Background: an optimization exercise with open tools, aiming at small area. Do not read the settings as production practice.
At most, simulation tests tie the RTL to the original design; equivalence was not proved.
The flow treats the clock pin as an ideal source. Dropping or thinning the clock tree relies on that and would not hold on a real chip.
Power is estimated from default activity; no workload was simulated.

Setup of exp/tundra:
// beebc_core
module beebc_core (
    input  wire       clk,
    input  wire       rst,         
    output wire [3:0] mem_addr,
    input  wire [7:0] mem_rdata,
    output wire [7:0] mem_wdata,
    output wire       mem_we,
    output wire [7:0] out,
    output wire       out_strobe,
    output wire       halted
);
    reg  [3:0] state;
    reg  [3:0] pc;
    reg  [3:0] n;       
    reg  [7:0] a;
    reg  [7:0] alu;
    reg        cf;
    reg        zf;
    wire [3:0] next;
    beebc_decoder u_dec (
        .state  (state),
        .opcode (mem_rdata[7:4]),
        .next   (next)
    );
    wire fetch = (state == 4'd2);
    wire s_lda = (state == 4'd8);
    wire s_alu = (state[3:1] == 3'b101);    
    wire s_sub = state[0];
    wire [7:0] b = mem_rdata ^ {8{s_sub}};
    wire [8:0] c;
    wire [7:0] r;
    assign c[0] = s_sub;
    genvar i;
    generate
        for (i = 0; i < 8; i = i + 1) begin : g_add
            assign r[i]   = a[i] ^ b[i] ^ c[i];
            assign c[i+1] = (a[i] & b[i]) | (c[i] & (a[i] ^ b[i]));
        end
    endgenerate
    wire       ovf  = c[8] ^ s_sub;
    wire [7:0] alu_next = ovf ? alu : r;
    wire [3:0] opc  = mem_rdata[7:4];
    wire is_ldi = fetch & (opc == 4'd5);
    wire jump   = fetch & ((opc == 4'd6) | (opc == 4'd7 & cf) | (opc == 4'd8 & zf));
    always @(posedge clk) begin
        n <= mem_rdata[3:0];
        if (rst) begin
            state <= 4'd0;
            pc    <= 4'd0;
            a     <= 8'h00;
            alu   <= 8'h00;
            cf    <= 1'b0;
            zf    <= 1'b0;
  ...
Size in the first run: about 220 cells after synthesis, about 33 I/O pins, ~0.0019 mm2 of cells after synthesis.
export LEC_CHECK = 0
export CAP_MARGIN = 20
export CORE_MARGIN = 2
export CORE_UTILIZATION = 40
export SLEW_MARGIN = 20
create_clock -name core_clock -period 8.0 [get_ports {clk}]
run.sh (not shown) runs the stock make flow with config.mk's settings and CLKGATE_MAP_FILE= SYNTH_SCRIPT=/design/flow/synth_recipe.tcl, a recipe that flattens the netlist after the stock synthesis.
The inputs of exp/garnet differ from those of exp/tundra as listed below.
Settings: CTS_CLUSTER_SIZE: unset -> 50; CTS_BUF_LIST: unset -> sky130_fd_sc_hd__clkbuf_4; CTS_CLUSTER_DIAMETER: unset -> 200.
### Flow results
exp/garnet -> exp/tundra: worst vdd rail ir drop flat. Comparing exp/garnet and exp/tundra, final standard cell area without fillers is higher on exp/tundra. Looking at final critical-path share of the clock period, exp/garnet sits 0.76 points below exp/tundra. In exp/garnet, top achievable clock speed is higher than in exp/tundra. The half-perimeter wire length after detailed placement of exp/tundra and that of exp/garnet are within noise of each other. Setup WNS exp/tundra -> exp/garnet: better. The higher wire length of exp/garnet and exp/tundra is in exp/tundra. From exp/tundra to exp/garnet, number of clock-tree buffers in the layout did not move at all. Per the comparison of exp/garnet with exp/tundra, tapcell count comparable; worst clock skew now larger; global-route usage now sits at about the same level.
Here is what was changed in the inputs of exp/fjord compared with exp/garnet.
Settings: CTS_BUF_LIST changed from sky130_fd_sc_hd__clkbuf_4 to sky130_fd_sc_hd__clkbuf_8.
## What came out
Compared with exp/garnet, in exp/fjord synthesized area divided by synthesized cell count comparable, fraction of power spent switching nets lost 1.5 points, xor-xnor portion of the synthesized cell area barely changed.
Side by side, fraction of standard cell area in multi-input logic turned out lower in exp/fjord than in exp/garnet.
Re clock buffer count: no difference whatsoever between exp/fjord and exp/garnet.
Total detailed-routing wirelength went up slightly going from exp/garnet to exp/fjord.
In the tables for exp/fjord and exp/garnet, total power after layout reads lower with exp/garnet.
exp/fjord and exp/garnet ended up with nearly the same global-route usage.
Between exp/garnet and exp/fjord, the worst-case register-to-register setup slack figures differ only marginally.
Looking at fraction of standard cell area that is sequential, exp/fjord sits 0.37 points lower than exp/garnet does.
No functional check of the RTL was part of any run of this note.

---

## before
Another version of the RTL of beebc_core (not shown whole).
Size in the first run: about 190 cells after synthesis, about 30 flip-flops, ~33 I/O pins.
Settings: LEC_CHECK=0, CAP_MARGIN=20, CORE_MARGIN=2, CORE_UTILIZATION=40, SLEW_MARGIN=20, BUFFER_PORTS_ARGS=-buffer_cell sky130_fd_sc_hd__buf_1, CTS_ARGS=-repair_clock_nets -buf_list sky130_fd_sc_hd__clkbuf_8 -dont_use_dummy_load -sink_buffer_max_cap_derate 1.0; clock period 8.0 ns.
standard.sh (not shown) runs the stock make flow with config.mk's settings and CLKGATE_MAP_FILE= SYNTH_SCRIPT=/design/flow/synth_recipe.tcl, a recipe that flattens the netlist after the stock synthesis.
==> flow/flow/run.sh <==
#!/bin/bash
# Standard ORFS layout (standard.sh), with two changes to config.mk:
#  - the port buffers are the smallest buffer cell, sky130_fd_sc_hd__buf_1;
#  - clock tree synthesis options (CTS_ARGS below), when set.
# Each tool's output goes to standard.log in this folder; ORFS's own per-step
# logs stay under orfs/logs.
set -e
echo 'export BUFFER_PORTS_ARGS = -buffer_cell sky130_fd_sc_hd__buf_1' >> config.mk
CTS_ARGS="-repair_clock_nets -buf_list sky130_fd_sc_hd__clkbuf_8 -dont_use_dummy_load -sink_buffer_max_cap_derate 1.0"
if [ -n "$CTS_ARGS" ]; then echo "export CTS_ARGS = $CTS_ARGS" >> config.mk; fi
bash standard.sh > standard.log 2>&1
before closes out successfully: all stages finished, all timing, DRC and antenna checks passed.
Input changes introduced in after (baseline for comparison: before):
--- a/flow/flow/run.sh
+++ b/flow/flow/run.sh
@@ -8,3 +8,3 @@
 echo 'export BUFFER_PORTS_ARGS = -buffer_cell sky130_fd_sc_hd__buf_1' >> config.mk
-CTS_ARGS="-repair_clock_nets -buf_list sky130_fd_sc_hd__clkbuf_8 -dont_use_dummy_load -sink_buffer_max_cap_derate 1.0"
+CTS_ARGS="-repair_clock_nets -buf_list sky130_fd_sc_hd__clkbuf_4 -dont_use_dummy_load -sink_buffer_max_cap_derate 1.0"
 if [ -n "$CTS_ARGS" ]; then echo "export CTS_ARGS = $CTS_ARGS" >> config.mk; fi
--- a/flow/config.mk
+++ b/flow/config.mk
@@ -12,2 +12,2 @@
 export BUFFER_PORTS_ARGS = -buffer_cell sky130_fd_sc_hd__buf_1
-export CTS_ARGS = -repair_clock_nets -buf_list sky130_fd_sc_hd__clkbuf_8 -dont_use_dummy_load -sink_buffer_max_cap_derate 1.0
+export CTS_ARGS = -repair_clock_nets -buf_list sky130_fd_sc_hd__clkbuf_4 -dont_use_dummy_load -sink_buffer_max_cap_derate 1.0
[summary]
The flow did not stop early for after: all stages ran, and the layout cleared the timing, DRC and antenna checks. after -> before: die area delta 0, exact match. Re final critical path time including I/O delays and setup: before was higher than after. There was hardly any difference in power of the sequential group between before and after. When the final numbers for before and after were put side by side, the combinational fraction of design power turned out to be smaller in before. after — total global-route track usage 0.15 points higher, before as reference. Route | after vs before | wire shorter in after. after vs. before: maximum vdd drop now smaller; leakage power now smaller; final worst-path cycle share went down by 0.89 points.

---

== P ==
beebc_core, a different RTL version from the one above (not shown whole).
Size in the first run: about 170 cells after synthesis, about 33 I/O pins, roughly 0.0015 mm2 of cells after synthesis.
clock: 8.0 ns
lec_check: 0
cap_margin: 0
core_margin: 2
core_utilization: 40
slew_margin: 0
buffer_ports_args: -buffer_cell sky130_fd_sc_hd__buf_1
cts_args: -repair_clock_nets -buf_list sky130_fd_sc_hd__clkbuf_4 -dont_use_dummy_load -sink_buffer_max_cap_derate 1.0
post_cts_tcl: /design/flow/flow/collapse.tcl
collapse_root_cell: sky130_fd_sc_hd__buf_12
==> flow/flow/run.sh <==
#!/bin/bash
# The standard ORFS layout (standard.sh), with three changes:
#  - synthesis maps the logic with the area-oriented ABC script in
#    flow/abc_area.abc instead of ORFS's speed script (the rest of the
#    standard synthesis, synth_recipe.tcl, is unchanged: same registers, same
#    flattening and renaming);
#  - the port buffers are the smallest buffer cell, sky130_fd_sc_hd__buf_1;
#  - clock tree synthesis options (CTS_ARGS below), after which
#    flow/collapse.tcl (run by ORFS as the POST_CTS_TCL hook) merges the
#    clock tree into one buffer, a sky130_fd_sc_hd__buf_12, that drives every register.

# The make output of every step goes to standard.log in this folder; ORFS's
# own per-step logs stay under orfs/logs.
set -euo pipefail
here=$(pwd)
export MY_ABC_SCRIPT=$here/flow/abc_area.abc
{
  head -n 1 synth_recipe.tcl
  cat <<'TCL'
proc abc {args} {
  set i [lsearch -exact $args -script]
  if {$i >= 0} { set args [lreplace $args $i [expr {$i + 1}] -script $::env(MY_ABC_SCRIPT)] }
  yosys abc {*}$args
}
TCL
  tail -n +2 synth_recipe.tcl
} > my_synth.tcl
sed "s#SYNTH_SCRIPT=[^ ]*synth_recipe.tcl#SYNTH_SCRIPT=$here/my_synth.tcl#" standard.sh > my_standard.sh
grep -q "SYNTH_SCRIPT=$here/my_synth.tcl" my_standard.sh
echo 'export BUFFER_PORTS_ARGS = -buffer_cell sky130_fd_sc_hd__buf_1' >> config.mk
CTS_ARGS="-repair_clock_nets -buf_list sky130_fd_sc_hd__clkbuf_4 -dont_use_dummy_load -sink_buffer_max_cap_derate 1.0"
if [ -n "$CTS_ARGS" ]; then echo "export CTS_ARGS = $CTS_ARGS" >> config.mk; fi
echo "export POST_CTS_TCL = $here/flow/collapse.tcl" >> config.mk
echo 'export COLLAPSE_ROOT_CELL = sky130_fd_sc_hd__buf_12' >> config.mk
bash my_standard.sh > standard.log 2>&1
Other scripts of this flow, unchanged in this note and not shown: flow/flow/abc_area.abc, flow/flow/collapse.tcl
Input-level comparison between Q and P:
# P
export LEC_CHECK = 0
export CAP_MARGIN = 0
export CORE_MARGIN = 2
export CORE_UTILIZATION = 40
export SLEW_MARGIN = 0
export BUFFER_PORTS_ARGS = -buffer_cell sky130_fd_sc_hd__buf_1
export CTS_ARGS = -repair_clock_nets -buf_list sky130_fd_sc_hd__clkbuf_4 -dont_use_dummy_load -sink_buffer_max_cap_derate 1.0
export POST_CTS_TCL = /design/flow/flow/collapse.tcl
export COLLAPSE_ROOT_CELL = sky130_fd_sc_hd__buf_12
create_clock -name core_clock -period 8.0 [get_ports {clk}]
# Q
export LEC_CHECK = 0
export CAP_MARGIN = 20
export CORE_MARGIN = 2
export CORE_UTILIZATION = 40
export SLEW_MARGIN = 20
export BUFFER_PORTS_ARGS = -buffer_cell sky130_fd_sc_hd__buf_1
export CTS_ARGS = -repair_clock_nets -buf_list sky130_fd_sc_hd__clkbuf_4 -dont_use_dummy_load -sink_buffer_max_cap_derate 1.0
export POST_CTS_TCL = /design/flow/flow/collapse.tcl
export COLLAPSE_ROOT_CELL = sky130_fd_sc_hd__buf_12
create_clock -name core_clock -period 8.0 [get_ports {clk}]
### Flow results
- P and Q ended up with roughly the same via count of the first global-routing pass.
- P -> Q: final routed wire length divided by cell count delta 0, exact match
- ~same power after layout in Q and P
- P -> Q: overall routed net length delta 0, exact match
- Status: overall die area parity (Q, P)
Input-level comparison between R and Q:
# Q
export LEC_CHECK = 0
export CAP_MARGIN = 20
export CORE_MARGIN = 2
export CORE_UTILIZATION = 40
export SLEW_MARGIN = 20
export BUFFER_PORTS_ARGS = -buffer_cell sky130_fd_sc_hd__buf_1
export CTS_ARGS = -repair_clock_nets -buf_list sky130_fd_sc_hd__clkbuf_4 -dont_use_dummy_load -sink_buffer_max_cap_derate 1.0
export POST_CTS_TCL = /design/flow/flow/collapse.tcl
export COLLAPSE_ROOT_CELL = sky130_fd_sc_hd__buf_12
create_clock -name core_clock -period 8.0 [get_ports {clk}]
# R
export LEC_CHECK = 0
export CAP_MARGIN = 20
export CORE_MARGIN = 2
export CORE_UTILIZATION = 40
export GPL_TIMING_DRIVEN = 0
export SLEW_MARGIN = 20
export BUFFER_PORTS_ARGS = -buffer_cell sky130_fd_sc_hd__buf_1
export CTS_ARGS = -repair_clock_nets -buf_list sky130_fd_sc_hd__clkbuf_4 -dont_use_dummy_load -sink_buffer_max_cap_derate 1.0
export POST_CTS_TCL = /design/flow/flow/collapse.tcl
export COLLAPSE_ROOT_CELL = sky130_fd_sc_hd__buf_12
create_clock -name core_clock -period 8.0 [get_ports {clk}]
For the wire length, R came in 100 um higher than Q did.
Proportion of total power due to net switching: higher on R
Against Q, R comes in 0.5 points higher on part of the total power dissipated in the clock network.

==> afterwards: timing with drivers on the ports <==
The results above use ideal ports. As a check the final layouts listed here were re-extracted and re-timed, cells and wires unchanged.
Step 1 (the two cells are an assumption about what drives the block):
set clk [get_ports {clk}]
set_driving_cell -lib_cell sky130_fd_sc_hd__clkbuf_16 $clk
set_driving_cell -lib_cell sky130_fd_sc_hd__buf_2 [delete_from_list [all_inputs] $clk]
Step 2 moves the port delays by t, midway between the first and last clock arrival at a register: inputs arrive t later, outputs are due t later. That takes back most of the time a late clock gives input paths.
Three values: ideal ports, drivers, drivers and shift; two values: the first two.
run	t, ns	slack for setup (ns)	worst data-port slew with drivers (ns)	pins driven straight from the clock port
exp/tundra	0.307	2.083 / 2.083 / 1.776	0.04	1
exp/garnet	0.352	2.144 / 2.141 / 1.789	0.04	1
exp/fjord	0.307	2.083 / 2.083 / 1.776	0.04	1
before	0.299	2.876 / 2.880 / 2.581	0.04	1
after	0.347	2.948 / 2.950 / 2.603	0.04	1
P	0.172	2.367 / 2.376 / 2.204	0.03	1
Q	0.172	2.367 / 2.376 / 2.204	0.03	1
R	0.173	2.236 / 2.245 / 2.072	0.03	1
After both steps every run listed still meets setup and hold. For exp/garnet, which loses most, drivers alone change the setup slack by -0.003 ns; drivers and shift together by -0.355 ns.
